This is an optimization exercise on Yosys and OpenROAD, whose aim is small area, a short achievable clock period and few clock cycles, not a production implementation. Function was checked by simulation only, so behaviour that the tests miss may differ from the original. Power and IR drop assume default switching activity.

==> design/flow/design.v <==
module ssb_seqgen (
    input  wire        clk,
    input  wire        rst,           
    input  wire        start,
    input  wire [1:0]  op,
    input  wire [11:0] len,           
    input  wire [30:0] cinit,         
    input  wire [8:0]  nid1,          
    input  wire [1:0]  nid2,          
    input  wire [9:0]  ncell,         
    input  wire [5:0]  issb,          
    input  wire [6:0]  lmax,          
    input  wire        nhf,           
    output wire        ready,
    output wire        out_valid,
    output wire [31:0] out_data,
    input  wire        out_ready
);
    localparam [1:0] OP_PRSG = 2'd0, OP_PSS = 2'd1, OP_SSS = 2'd2, OP_DMRS = 2'd3;
    localparam [126:0] XS1 = 127'h7f54cee9637b5b2470be57344f143040;
    localparam [30:0] X1_S0    = 31'h00000001;
    localparam [30:0] X1_S32   = 31'h48000000;
    localparam [30:0] X1_S1536 = 31'h58406080;
    localparam [15:0] P_QPSK = 16'h2D41;   
    localparam [15:0] M_QPSK = 16'hD2BF;   
    localparam [2:0] G_FREE  = 3'd0,      
                     G_START = 3'd1,      
                     G_SPEND = 3'd2,      
                     G_WARM  = 3'd3,      
                     G_EMIT  = 3'd4;      
    function [63:0] ext1(input [30:0] s);
        integer j;
        reg [63:0] e;
        begin
            e = 64'd0;
            e[30:0] = s;
            for (j = 31; j < 64; j = j + 1)
                e[j] = e[j-31] ^ e[j-28];
            ext1 = e;
        end
    endfunction
    function [63:0] ext2(input [30:0] s);
        integer j;
        reg [63:0] e;
        begin
            e = 64'd0;
            e[30:0] = s;
            for (j = 31; j < 64; j = j + 1)
                e[j] = e[j-31] ^ e[j-30] ^ e[j-29] ^ e[j-28];
            ext2 = e;
        end
    endfunction
    reg  [2:0]  gst;
    reg         gfree;
    reg  [1:0]  gop;
    reg  [30:0] x1, x2;
    reg  [11:0] rem;                      
    reg         seq_act, sss;
    reg  [6:0]  a0;                       
    reg  [6:0]  idx1;                     
    reg  [6:0]  scnt;
    reg         ovalid;
    reg  [31:0] odata;
    assign ready     = gfree;
    assign out_valid = ovalid;
    assign out_data  = odata;
    wire [63:0] e1 = ext1(x1);
    wire [63:0] e2 = ext2(x2);
    wire [30:0] x1_step = e1[62:32];
    wire [30:0] x2_step = e2[62:32];
    wire [31:0] cw = e1[63:32] ^ e2[63:32];      
    wire        dmrs  = gop[0];
    wire        short = (rem[11:5] == 7'd0);
    reg  [31:0] prsg_word;
    integer k;
    always @* begin
        for (k = 0; k < 32; k = k + 1)
            prsg_word[k] = cw[k] & (!short || (rem[4:0] > k));
    end
    reg         qi, qq;
    integer p;
    always @* begin
        qi = 1'b0;
        qq = 1'b0;
        for (p = 0; p < 16; p = p + 1)
            if (rem[4:1] == ((16 - p) & 15)) begin
                qi = cw[2*p];
                qq = cw[2*p+1];
            end
    end
    wire [31:0] dmrs_word = {qq ? M_QPSK : P_QPSK, qi ? M_QPSK : P_QPSK};
    wire [31:0] gold_word = dmrs ? dmrs_word : prsg_word;
    wire        g_last    = dmrs ? (rem == 12'd2) : (short || rem == 12'd32);
    wire        g_adv     = !dmrs || (rem[4:0] == 5'd2);
    wire [9:0]  f_ncell = x1[20:11];
    wire [2:0]  f_issb  = x1[23:21];
    wire        f_nhf   = x1[24];
    wire        f_l4    = x1[25];
    wire [2:0]  ip      = f_l4 ? {f_nhf, f_issb[1:0]} : f_issb;
    wire [3:0]  ip1     = ip + 4'd1;
    wire [7:0]  q1      = f_ncell[9:2] + 8'd1;
    wire [11:0] prod    = ip1 * q1;
    wire [30:0] dmrs_c  = {9'd0, prod[10:0], 1'b0, ip1, 4'd0, f_ncell[1:0]};
    wire [8:0]  f_nid1 = x1[8:0];
    wire [1:0]  f_nid2 = x1[10:9];
    wire [1:0]  grp    = (f_nid1 >= 9'd224) ? 2'd2 : (f_nid1 >= 9'd112) ? 2'd1 : 2'd0;
    wire [8:0]  nid1m  = f_nid1 - 9'd112 * grp;
    reg  [6:0]  a0_init;
    always @* begin
        if (gop == OP_PSS) begin
            case (f_nid2)
                2'd0:    a0_init = 7'b0000001;
                2'd1:    a0_init = 7'b0001101;
                default: a0_init = 7'b1010100;
            endcase
        end else begin
            case ({grp, f_nid2})
                4'b0000: a0_init = 7'b1000000;
                4'b0001: a0_init = 7'b0010010;
                4'b0010: a0_init = 7'b0101100;
                4'b0100: a0_init = 7'b1111001;
                4'b0101: a0_init = 7'b0111011;
                4'b0110: a0_init = 7'b1100001;
                4'b1000: a0_init = 7'b1111111;
                4'b1001: a0_init = 7'b1100011;
                default: a0_init = 7'b0110111;
            endcase
        end
    end
    wire        slot     = !ovalid || out_ready;
    wire        seq_last = (scnt == 7'd126);
    wire        seq_emit = seq_act && slot;
    wire        seq_free = !seq_act || (seq_emit && seq_last);
    wire        gold_emit = (gst == G_EMIT) && !seq_act && slot;
    wire        seq_load = ((gst == G_START) || (gst == G_SPEND)) && gop[0] != gop[1] && seq_free;
    wire        seq_neg  = a0[0] ^ (sss & XS1[idx1]);
    wire [31:0] seq_word = {16'd0, seq_neg, 15'h4000};
    always @(posedge clk) begin
        if (rst) begin
            seq_act <= 1'b0;
        end else if (seq_load) begin
            seq_act <= 1'b1;
            sss     <= (gop == OP_SSS);
            a0      <= a0_init;
            idx1    <= nid1m[6:0];
            scnt    <= 7'd0;
        end else if (seq_emit) begin
            if (seq_last)
                seq_act <= 1'b0;
            a0   <= {a0[4] ^ a0[0], a0[6:1]};
            idx1 <= (idx1 == 7'd126) ? 7'd0 : idx1 + 7'd1;
            scnt <= scnt + 7'd1;
        end
    end
    always @(posedge clk) begin
        if (rst) begin
            gst   <= G_FREE;
            gfree <= 1'b1;
        end else begin
            case (gst)
                G_FREE: begin
                    if (start) begin
                        gst   <= G_START;
                        gfree <= 1'b0;
                    end
                end
                G_START: begin
                    if (gop == OP_PRSG) begin
                        if (rem == 12'd0) begin
                            gst   <= G_FREE;
                            gfree <= 1'b1;
                        end else begin
                            gst <= G_WARM;
                        end
                    end else if (gop == OP_DMRS) begin
                        gst <= G_WARM;
                    end else if (seq_free) begin
                        gst   <= G_FREE;
                        gfree <= 1'b1;
                    end else begin
                        gst <= G_SPEND;
                    end
                end
                G_SPEND: begin
                    if (seq_free) begin
                        gst   <= G_FREE;
                        gfree <= 1'b1;
                    end
                end
                G_WARM: begin
                    if (x1 == X1_S1536)
                        gst <= G_EMIT;
                end
                G_EMIT: begin
                    if (gold_emit && g_last) begin
                        gst   <= G_FREE;
                        gfree <= 1'b1;
                    end
                end
                default: begin
                    gst   <= G_FREE;
                    gfree <= 1'b1;
                end
            endcase
        end
    end
    always @(posedge clk) begin
        case (gst)
            G_FREE: begin
                x1  <= {5'd0, lmax == 7'd4, nhf, issb[2:0], ncell, nid2, nid1};
                x2  <= cinit;
                rem <= len;
                gop <= op;
            end
            G_START: begin
                if (gop == OP_DMRS) begin
                    x1  <= X1_S0;
                    x2  <= dmrs_c;
                    rem <= 12'd288;
                end else if (gop == OP_PRSG) begin
                    x1  <= X1_S32;
                    x2  <= x2_step;
                end
            end
            G_WARM: begin
                x1 <= x1_step;
                x2 <= x2_step;
            end
            G_EMIT: begin
                if (gold_emit) begin
                    rem <= rem - (dmrs ? 12'd2 : 12'd32);
                    if (g_adv) begin
                        x1 <= x1_step;
                        x2 <= x2_step;
                    end
                end
            end
            default: ;
        endcase
    end
    always @(posedge clk) begin
        if (rst)
            ovalid <= 1'b0;
        else
            ovalid <= seq_emit || gold_emit || (ovalid && !out_ready);
        if (seq_emit || gold_emit)
            odata <= seq_act ? seq_word : gold_word;
    end
endmodule
==> design/flow/run.sh <==
#!/bin/bash
# synth_recipe.tcl (not shown) runs the flow's synth.tcl, then flattens the netlist and writes it again
# the make line also repeats each setting of config.mk as NAME=value (left out here)
make -C /OpenROAD-flow-scripts/flow DESIGN_CONFIG=/design/flow/config.mk WORK_HOME=/design/flow/orfs CLKGATE_MAP_FILE= SYNTH_SCRIPT=/design/flow/synth_recipe.tcl finish
==> design/flow/config.mk <==
export PLATFORM = sky130hd
export DESIGN_NAME = ssb_seqgen
export DESIGN_NICKNAME = ssb_seqgen
export VERILOG_FILES = /design/flow/design.v
export SDC_FILE = /design/flow/constraint.sdc
export NUM_CORES = 4
export LEC_CHECK = 0
export CAP_MARGIN = 20
export CORE_MARGIN = 2
export CORE_UTILIZATION = 40
export SLEW_MARGIN = 20
==> design/flow/constraint.sdc <==
create_clock -name core_clock -period 10.0 [get_ports {clk}]
set_input_delay 2.0000 -clock core_clock [delete_from_list [all_inputs] [get_ports {clk}]]
set_output_delay 2.0000 -clock core_clock [all_outputs]
set_load 0.01 [all_outputs]
==> results.txt <==
-- final timing paths --
check,from,endpoint,slack (ns),cells past startpoint
max,x1[21],x2[21],5.02,16
min,a0[2],a0[1],0.51,2
max reg2reg,x1[21],x2[21],5.02,16
min reg2reg,a0[2],a0[1],0.51,2
-- cells in the mapped netlist (7+ instances only) --
cell type,instances
nand4_1,7
o221ai_1,7
or2_2,7
mux2i_1,10
ha_1,33
xnor3_1,18
xnor2_1,99
fa_1,13
nand2_1,92
nor2_1,102
xor3_1,8
nand2b_1,8
a21oi_1,100
o21a_1,8
nor2b_1,13
clkbuf_1,55
a31oi_1,10
nor3_1,16
a22oi_1,10
xor2_1,37
edfxtp_1,130
nand3_1,21
o21ai_0,78
o211ai_1,7
inv_1,41
a211oi_1,12
-- sequential cells by signal (all words and copies together), names as in the netlist, 2 cells and up --
register / flops
idx1: 7
x1: 31
rem: 12
x2: 31
odata: 32
gop: 2
gst: 3
a0: 7
scnt: 7
-- layout by cell type (no fill, tap or decap), drive strengths merged, types with 9 or more instances in the layout --
cell	n
clkdlybuf4s50	114
nor2	102
nor3	19
a22oi	10
a21oi	101
nand3	21
xnor2	103
xor2	39
nand2	92
fa	13
a211oi	12
a31oi	10
inv	41
clkinv	10
xnor3	18
mux2i	10
o21ai	79
nor2b	13
clkbuf	22
edfxtp	130
xor3	9
ha	33
-- cells by family after synthesis --
family | Yosys count
and+or+nand+nor | 299
DFF | 136
AOI/OAI and AO/OA | 285
xor gates and xnor gates | 169
buffers and inverters | 110
muxes | 18
adders and majority gates | 46
-- power breakdown --
| part | internal, mW | total, mW | switching (mW) |
|---|---|---|---|
| sequential | 0.840 | 1.02 | 0.180 |
| clock | 0.320 | 0.567 | 0.247 |
| combinational | 1.02 | 2.27 | 1.26 |
| total | 2.18 | 3.86 | 1.68 |
-- cell type report --
type,instances,area share
clock buffers,22,0.0368
repair buffers,121,0.0985
well taps,335,0.0340
clock inverters,10,0.00477
flip-flops and latches,136,0.326
multi-input cells,817,0.486
inverters,43,0.0131
-- stage by stage --
stage                     utilization  total power [mW]  std cells
final                           0.478              3.86       1484
after global routing            0.478              4.08       1484
after CTS                       0.477              3.86       1483
after detailed placement        0.457              3.28       1451
after global placement          0.457              3.27       1451
after floorplan                     -              2.59       1063
-- metal layers --
metal	vias to the layer above	global-route usage
met1	4001	0.312
met3	61	0.0385
met2	376	0.355
met4	0	0.0957
met5	-	0
li1	3957	-
-- worst reg2reg max path, delay by kind of cell (launching register included) --
kind | cells | cell delay (ns)
AO/OA/AOI/OAI | 6 | 1.05
adder cells (fa/ha/maj) | 4 | 1.71
buffers and inverters | 2 | 0.10
flip-flops | 1 | 0.63
AND/OR/NAND/NOR | 2 | 0.30
XOR/XNOR | 2 | 0.92
==> results.txt <==
Required @ worst endpoint 10.17 ns; CP max stage delay 0.70 ns; FF+latch area 4020 um2; Metal-1 WL 13,000 um; ys async rst share 0; Layout fillers 2,399; Buf+Inv Stages, Crit Path 2; max-cap violations 0; prevailing post-synth register cell edfxtp_1; final period utilization 0.498; Worst-Skew Late Latency 0.43 ns; post-synth top area share 0.375; initial core utilization 0.404; warnings from Yosys 1; number of buffers added for setup after CTS 0; fmax 201 MHz; clock skew 0.0110 ns; cells after synthesis 1,063; RSZ-0062 raised after global routing no; Max clock buf depth 2; DRC viols 0; Worst EP arrival 5.15 ns; Fin. Hold Viols 0; DR top layer met4; flops & latches, synth 136; Worst IR Drop VDD 0.134 mV; hold bufs inserted after CTS 0; Least-Margin Pin Slew 1.05 ns; worst hold slack 0.511 ns; Leak Pwr 4.63 nW; TritonCTS clock tree built; CP cell instances ha_1, xnor2_1, nor2_1, fa_1, inv_1, fa_1, inv_1, ha_1, nor2b_1, o21ai_0, a21boi_0, o21ai_0, a21oi_1, xnor2_1, a211oi_1, a221o_1; top cell family by delay on the critical path adder cells; adder-cell share of the synthesized area 0.0647; Final TNS setup 0 ns; Nets 1,266; Synth Area in Simple Gates 0.134; vias per cell 5.66; CTS buffer count 17; count of pins over their slew limit 0; CORE AREA 25,800 um2; WL/cell 20.4 um; headroom to the max-slew limit 0.291; Post-synth EDFFs 130; dpl ws 4.84 ns; CP endpoint kind flip-flop; Final ANT Viol Nets 0; Iter 0 DRT Violations 739; Port-buffer cells 114; total gr overflow 0; Total Wirelength 30,200 um; Yosys cell types 77; Die Y 165 um; Inserted Diodes 0; Resized Gates After CTS 0; Period minus WS final 4.98 ns; GRT Util Overall 0.227; Syn Std Cell Area 10,400 um2; global placer's final weighted congestion 0.940; status finished clean; metal2 WL 13,900 um; first-pass GRT wire length 46,400 um; root buf cell clkbuf_16; Worst setup SP type flip-flop; design area 12,300 um2; die area 27,300 um2; part of the Yosys area used for sequential elements 0.387; XOR/XNOR Fraction of Synth Area 0.184; clk slew on worst S/H paths 0.06 ns; Compound-Gate Fraction of Synth Area 0.168; post-synthesis mux area share 0.0215; vias 8,395; first drt pass iteration count 5; placed cell area 11,800 um2; vias in the first global route 8,080; final worst setup slack 5.02 ns; Worst Hold Class flip-flop to flip-flop; largest area contributor in the netlist edfxtp_1; largest family of logic cells by synthesized area XOR/XNOR gates; footprint of the multi-input gates 5990 um2; crit path max fanout 14; syn_nets 1,193; IO Count 118; met3 routed WL 2270 um; largest net degree at the start of global routing 63; Max H-tree Level 4; share of post-route cells with drive strength above 1 0.0653; Die Width 165 um; top cells by area, synth edfxtp_1, xnor2_1, a21oi_1; Synth-to-Final Area Change 18.5%; endpoints failing setup 0; Std-Cell Rows 59; initial antenna violation count 0; hpwl dp 22,400 um; clk sinks 136; synthesized area per cell 9.78 um2; P per Cell Area 313 nW/um2; slowest library cell on the worst path xnor2_1; critical path type flip-flop to flip-flop
Testbench counts, summed over its fixed seeds: cycles 18,354.

==> afterwards: timing with drivers on the ports <==
How much do the figures lean on ideal ports? The routed layout below was timed once more, with nothing changed but the port constraints.
Step 1 (the two cells are an assumption about what drives the block):
set clk [get_ports {clk}]
set_driving_cell -lib_cell sky130_fd_sc_hd__clkbuf_16 $clk
set_driving_cell -lib_cell sky130_fd_sc_hd__buf_2 [delete_from_list [all_inputs] $clk]
Step 2 times the ports against the registers' clock, not the clock port: input delays grow and output delays shrink by t, the midpoint of the rising clock arrivals with the driver on.
Slacks: ideal ports / drivers / drivers and shift; pairs: ideal ports / drivers.
shift t [ns]: 0.473
setup slack, ns: 5.021 / 5.021 / 5.021
worst setup path at the end: register to register
After both steps setup and hold are still met in this run. The setup slack of this run moves by 0.000 ns with the drivers and by 0.000 ns with both steps.
